From an optimization exercise on the open Yosys and OpenROAD flow, aimed at small area, a short achievable clock period and few clock cycles; shortcuts taken in it are not production practice. Function was checked by simulation only, so behaviour that the tests miss may differ from the original.

==> run K: inputs <==
==> flow/design.v (excerpt) <==
module lamos_tone_detector (
    input  wire        clk,
    input  wire        rst,
    input  wire        cmd_valid,
    output wire        cmd_ready,
    input  wire        cmd_op,        
    input  wire [15:0] cmd_sample,
    input  wire [4:0]  cmd_bin0,
    input  wire [4:0]  cmd_bin1,
    input  wire [7:0]  cmd_theta,     
    output reg         res_valid,
    output reg  [1:0]  res_det,
    output reg  [20:0] res_mag0,
    output reg  [20:0] res_mag1
);
    integer i;
    reg        run;           
    reg  [3:0] c;             
    reg        rdy;           
    reg        pend;          
    reg  [4:0] pb0, pb1;      
    reg  [7:0] pth;           
    reg        pq_v;          
    reg [15:0] pq_d;
    reg        rst_r;
    reg  [4:0] wp;
    reg  [4:0] eb0, eb1;      
    reg  [7:0] eth;           
    reg [15:0] th_hold;       
    assign cmd_ready = rdy;
    wire acc_push = cmd_valid & ~cmd_op & rdy & ~rst;
    wire acc_det  = cmd_valid & cmd_op & rdy & ~rst;
    wire efree = ~run | (c == 4'd15);      
    reg  start;           
    reg  fold;            
    wire pend_n = (pend & ~efree) | acc_det;
    wire run_n = start | (run & (c != 4'd15));
    wire efree_n = ~run_n | (~start & (c == 4'd14));
    reg [15:0] r0;
    reg [15:0] r1;
    reg [15:0] r2;
    reg [15:0] r3;
    reg [15:0] r4;
    reg [15:0] r5;
    reg [15:0] r6;
    reg [15:0] r7;
    reg [15:0] r8;
    reg [15:0] r9;
    reg [15:0] r10;
    reg [15:0] r11;
    reg [15:0] r12;
    reg [15:0] r13;
    reg [15:0] r14;
    reg [15:0] r15;
    reg [15:0] r16;
    reg [15:0] r17;
    reg [15:0] r18;
  ...
export LEC_CHECK = 0
export CAP_MARGIN = 20
export CORE_MARGIN = 2
export CORE_UTILIZATION = 50
export PLACE_DENSITY = 0.65
export SLEW_MARGIN = 20
create_clock -name core_clock -period 12.0 [get_ports {clk}]
run.sh (not shown) runs the stock make flow with config.mk's settings and CLKGATE_MAP_FILE= SYNTH_SCRIPT=/design/flow/synth_recipe.tcl, a recipe that flattens the netlist after the stock synthesis.
==> inputs of run R, as changes to run K <==
--- a/flow/design.v
+++ b/flow/design.v
@@ -309,26 +309,12 @@
     wire signed [17:0] y10 = s10 - s26;
     wire signed [16:0] y11 = s11 - s27;
     wire signed [18:0] y12 = s12 - s28;
     wire signed [16:0] y13 = s13 - s29;
     wire signed [17:0] y14 = s14 - s30;
     wire signed [16:0] y15 = s15 - s31;
-    wire signed [17:0] dd1 = y1 - y15;
-    wire signed [17:0] ee1 = y7 + y9;
-    wire signed [18:0] dd2 = y2 - y14;
-    wire signed [18:0] ee2 = y6 + y10;
-    wire signed [17:0] dd3 = y3 - y13;
-    wire signed [17:0] ee3 = y5 + y11;
-    wire signed [19:0] dd4 = y4 - y12;
-    wire signed [19:0] ee4 = y4 + y12;
-    wire signed [17:0] dd5 = y5 - y11;
-    wire signed [17:0] ee5 = y3 + y13;
-    wire signed [18:0] dd6 = y6 - y10;
-    wire signed [18:0] ee6 = y2 + y14;
-    wire signed [17:0] dd7 = y7 - y9;
-    wire signed [17:0] ee7 = y1 + y15;
     reg [4:0] ka, kb;
     always @* begin
         case (c)
             4'd0: begin ka = 5'd1; kb = 5'd31; end
             4'd1: begin ka = 5'd11; kb = 5'd21; end
             4'd2: begin ka = 5'd25; kb = 5'd7; end
@@ -345,12 +331,64 @@
             4'd13: begin ka = 5'd12; kb = 5'd20; end
             4'd14: begin ka = 5'd24; kb = 5'd8; end
             4'd15: begin ka = 5'd16; kb = 5'd0; end
             default: begin ka = 5'd0; kb = 5'd0; end
         endcase
     end
+    reg v0; reg [3:0] c0; reg [3:0] f0;
+    reg signed [20:0] q_yy0;
+    reg signed [16:0] q_yy1;
+    reg signed [17:0] q_yy2;
+    reg signed [16:0] q_yy3;
+    reg signed [18:0] q_yy4;
+    reg signed [16:0] q_yy5;
+    reg signed [17:0] q_yy6;
+    reg signed [16:0] q_yy7;
+    reg signed [20:0] q_yy8;
+    reg signed [16:0] q_yy9;
+    reg signed [17:0] q_yy10;
+    reg signed [16:0] q_yy11;
+    reg signed [18:0] q_yy12;
+    reg signed [16:0] q_yy13;
+    reg signed [17:0] q_yy14;
+    reg signed [16:0] q_yy15;
+    always @(posedge clk) begin
+        v0 <= run & ~rst;
+        c0 <= c;
+        f0 <= {kb == eb1, ka == eb1, kb == eb0, ka == eb0};
+        q_yy0 <= y0;
+        q_yy1 <= y1;
+        q_yy2 <= y2;
+        q_yy3 <= y3;
+        q_yy4 <= y4;
+        q_yy5 <= y5;
+        q_yy6 <= y6;
+        q_yy7 <= y7;
+        q_yy8 <= y8;
+        q_yy9 <= y9;
+        q_yy10 <= y10;
+        q_yy11 <= y11;
+        q_yy12 <= y12;
+        q_yy13 <= y13;
+        q_yy14 <= y14;
+        q_yy15 <= y15;
+    end
+    wire signed [17:0] dd1 = q_yy1 - q_yy15;
+    wire signed [17:0] ee1 = q_yy7 + q_yy9;
+    wire signed [18:0] dd2 = q_yy2 - q_yy14;
+    wire signed [18:0] ee2 = q_yy6 + q_yy10;
+    wire signed [17:0] dd3 = q_yy3 - q_yy13;
+    wire signed [17:0] ee3 = q_yy5 + q_yy11;
+    wire signed [19:0] dd4 = q_yy4 - q_yy12;
+    wire signed [19:0] ee4 = q_yy4 + q_yy12;
+    wire signed [17:0] dd5 = q_yy5 - q_yy11;
+    wire signed [17:0] ee5 = q_yy3 + q_yy13;
+    wire signed [18:0] dd6 = q_yy6 - q_yy10;
+    wire signed [18:0] ee6 = q_yy2 + q_yy14;
+    wire signed [17:0] dd7 = q_yy7 - q_yy9;
+    wire signed [17:0] ee7 = q_yy1 + q_yy15;
     reg v1; reg [3:0] c1; reg [3:0] f1;
     reg signed [20:0] q_y0, q_y8;
     reg signed [17:0] q_d1;
     reg signed [17:0] q_e1;
     reg signed [18:0] q_d2;
     reg signed [18:0] q_e2;
@@ -362,16 +400,16 @@
     reg signed [17:0] q_e5;
     reg signed [18:0] q_d6;
     reg signed [18:0] q_e6;
     reg signed [17:0] q_d7;
     reg signed [17:0] q_e7;
     always @(posedge clk) begin
-        v1 <= run & ~rst;
-        c1 <= c;
-        f1 <= {kb == eb1, ka == eb1, kb == eb0, ka == eb0};
-        q_y0 <= y0; q_y8 <= y8;
+        v1 <= v0 & ~rst;
+        c1 <= c0;
+        f1 <= f0;
+        q_y0 <= q_yy0; q_y8 <= q_yy8;
         q_d1 <= dd1; q_e1 <= ee1;
         q_d2 <= dd2; q_e2 <= ee2;
         q_d3 <= dd3; q_e3 <= ee3;
         q_d4 <= dd4; q_e4 <= ee4;
         q_d5 <= dd5; q_e5 <= ee5;
         q_d6 <= dd6; q_e6 <= ee6;
@@ -7567,26 +7605,34 @@
     end
     wire [20:0] mag_b = sqb_s8_q;
     wire [21:0] rem_b = sqb_s8_r;
     reg vs [0:8]; reg [3:0] cs [0:8]; reg [3:0] fs [0:8];
     always @(posedge clk) begin
         vs[0] <= v4 & ~rst; cs[0] <= c4; fs[0] <= f4;
-        fin_go <= vs[7] & ~rst & (cs[7] == 4'd15);
+        fin_go <= vs[8] & ~rst & (cs[8] == 4'd15);
         for (i = 1; i < 9; i = i + 1) begin
             vs[i] <= vs[i-1] & ~rst; cs[i] <= cs[i-1]; fs[i] <= fs[i-1];
         end
     end
     wire vq = vs[8]; wire [3:0] cq = cs[8]; wire [3:0] fq = fs[8];
+    reg vq2; reg [3:0] cq2; reg hit0, hit1;
+    reg [21:0] msum; reg [22:0] rsum; reg [20:0] sel0, sel1;
+    always @(posedge clk) begin
+        vq2 <= vq & ~rst; cq2 <= cq;
+        msum <= mag_a + mag_b; rsum <= rem_a + rem_b;
+        hit0 <= fq[0] | fq[1]; sel0 <= fq[0] ? mag_a : mag_b;
+        hit1 <= fq[2] | fq[3]; sel1 <= fq[2] ? mag_a : mag_b;
+    end
     reg [25:0] as1; reg [27:0] sr; reg [20:0] a0, a1;
-    wire [25:0] s1_new = ((cq == 4'd0) ? 26'd0 : as1) + mag_a + mag_b;
-    wire [27:0] sr_new = ((cq == 4'd0) ? 28'd0 : sr) + rem_a + rem_b;
-    wire [20:0] a0_new = fq[0] ? mag_a : (fq[1] ? mag_b : a0);
-    wire [20:0] a1_new = fq[2] ? mag_a : (fq[3] ? mag_b : a1);
+    wire [25:0] s1_new = ((cq2 == 4'd0) ? 26'd0 : as1) + msum;
+    wire [27:0] sr_new = ((cq2 == 4'd0) ? 28'd0 : sr) + rsum;
+    wire [20:0] a0_new = hit0 ? sel0 : a0;
+    wire [20:0] a1_new = hit1 ? sel1 : a1;
     reg fin_go;                           
     always @(posedge clk) begin
-        if (vq) begin as1 <= s1_new; sr <= sr_new; a0 <= a0_new; a1 <= a1_new; end
+        if (vq2) begin as1 <= s1_new; sr <= sr_new; a0 <= a0_new; a1 <= a1_new; end
     end
     reg        fact;
     reg  [3:0] fs_;
     reg [25:0] fs1;
     reg [20:0] fa0, fa1;
     reg [15:0] th2;
==> metrics.cfg <==
[setup_path]
cp_max_fo = 6
cp_top_family = adder cells

[status]
status = complete, no violations

[logic_synthesis]
synth.distinct_cells = 96
synth-seq-cells = 3998

[global_routing]
grtUsageMet2 = 0.514

[detailed_routing]
wl_per_cell_um = 23.7

That was run R.
==> metrics.cfg <==
[logic_synthesis]
synth-seq-cells = 3607
ys.flop_type = dfxtp_1
synth.distinct_cells = 102

[setup_path]
cp_max_fo = 7
cp_top_family = compound AO/OA/AOI/OAI gates

[placement]
placed_area_sq_um = 260000

[status]
status = complete, no violations

[run]
cap_violations = 0

[cts]
post_cts_resized = 0

[detailed_routing]
wl_per_cell_um = 24.8

That was run K.
Testbench counts of run K, summed over its fixed seeds: cycles 2,384.
Testbench counts of run R, summed over its fixed seeds: cycles 2,400.

-- afterwards: timing with drivers on the ports --
Ports are ideal in the flow. The routed layouts listed here were re-timed in OpenROAD.
Step 1 assumes that a clkbuf_16 drives the clock port and a buf_2 every other input.
Step 2 also shifts input and output timing later by t, the mid clock arrival at the registers, as if the neighbouring blocks saw the same clock.
Three values: ideal, step 1, step 2; two values: the first two.
run | t (ns) | setup WS [ns] | slew at the worst register clock pin (ns) | worst slew at a driven data input, ns
run K | 1.183 | 6.052 / 6.052 / 6.052 | 0.08 / 0.08 | 0.04
run R | 1.167 | 6.815 / 6.815 / 6.815 | 0.07 / 0.07 | 0.05
After both steps every run listed still meets setup and hold.
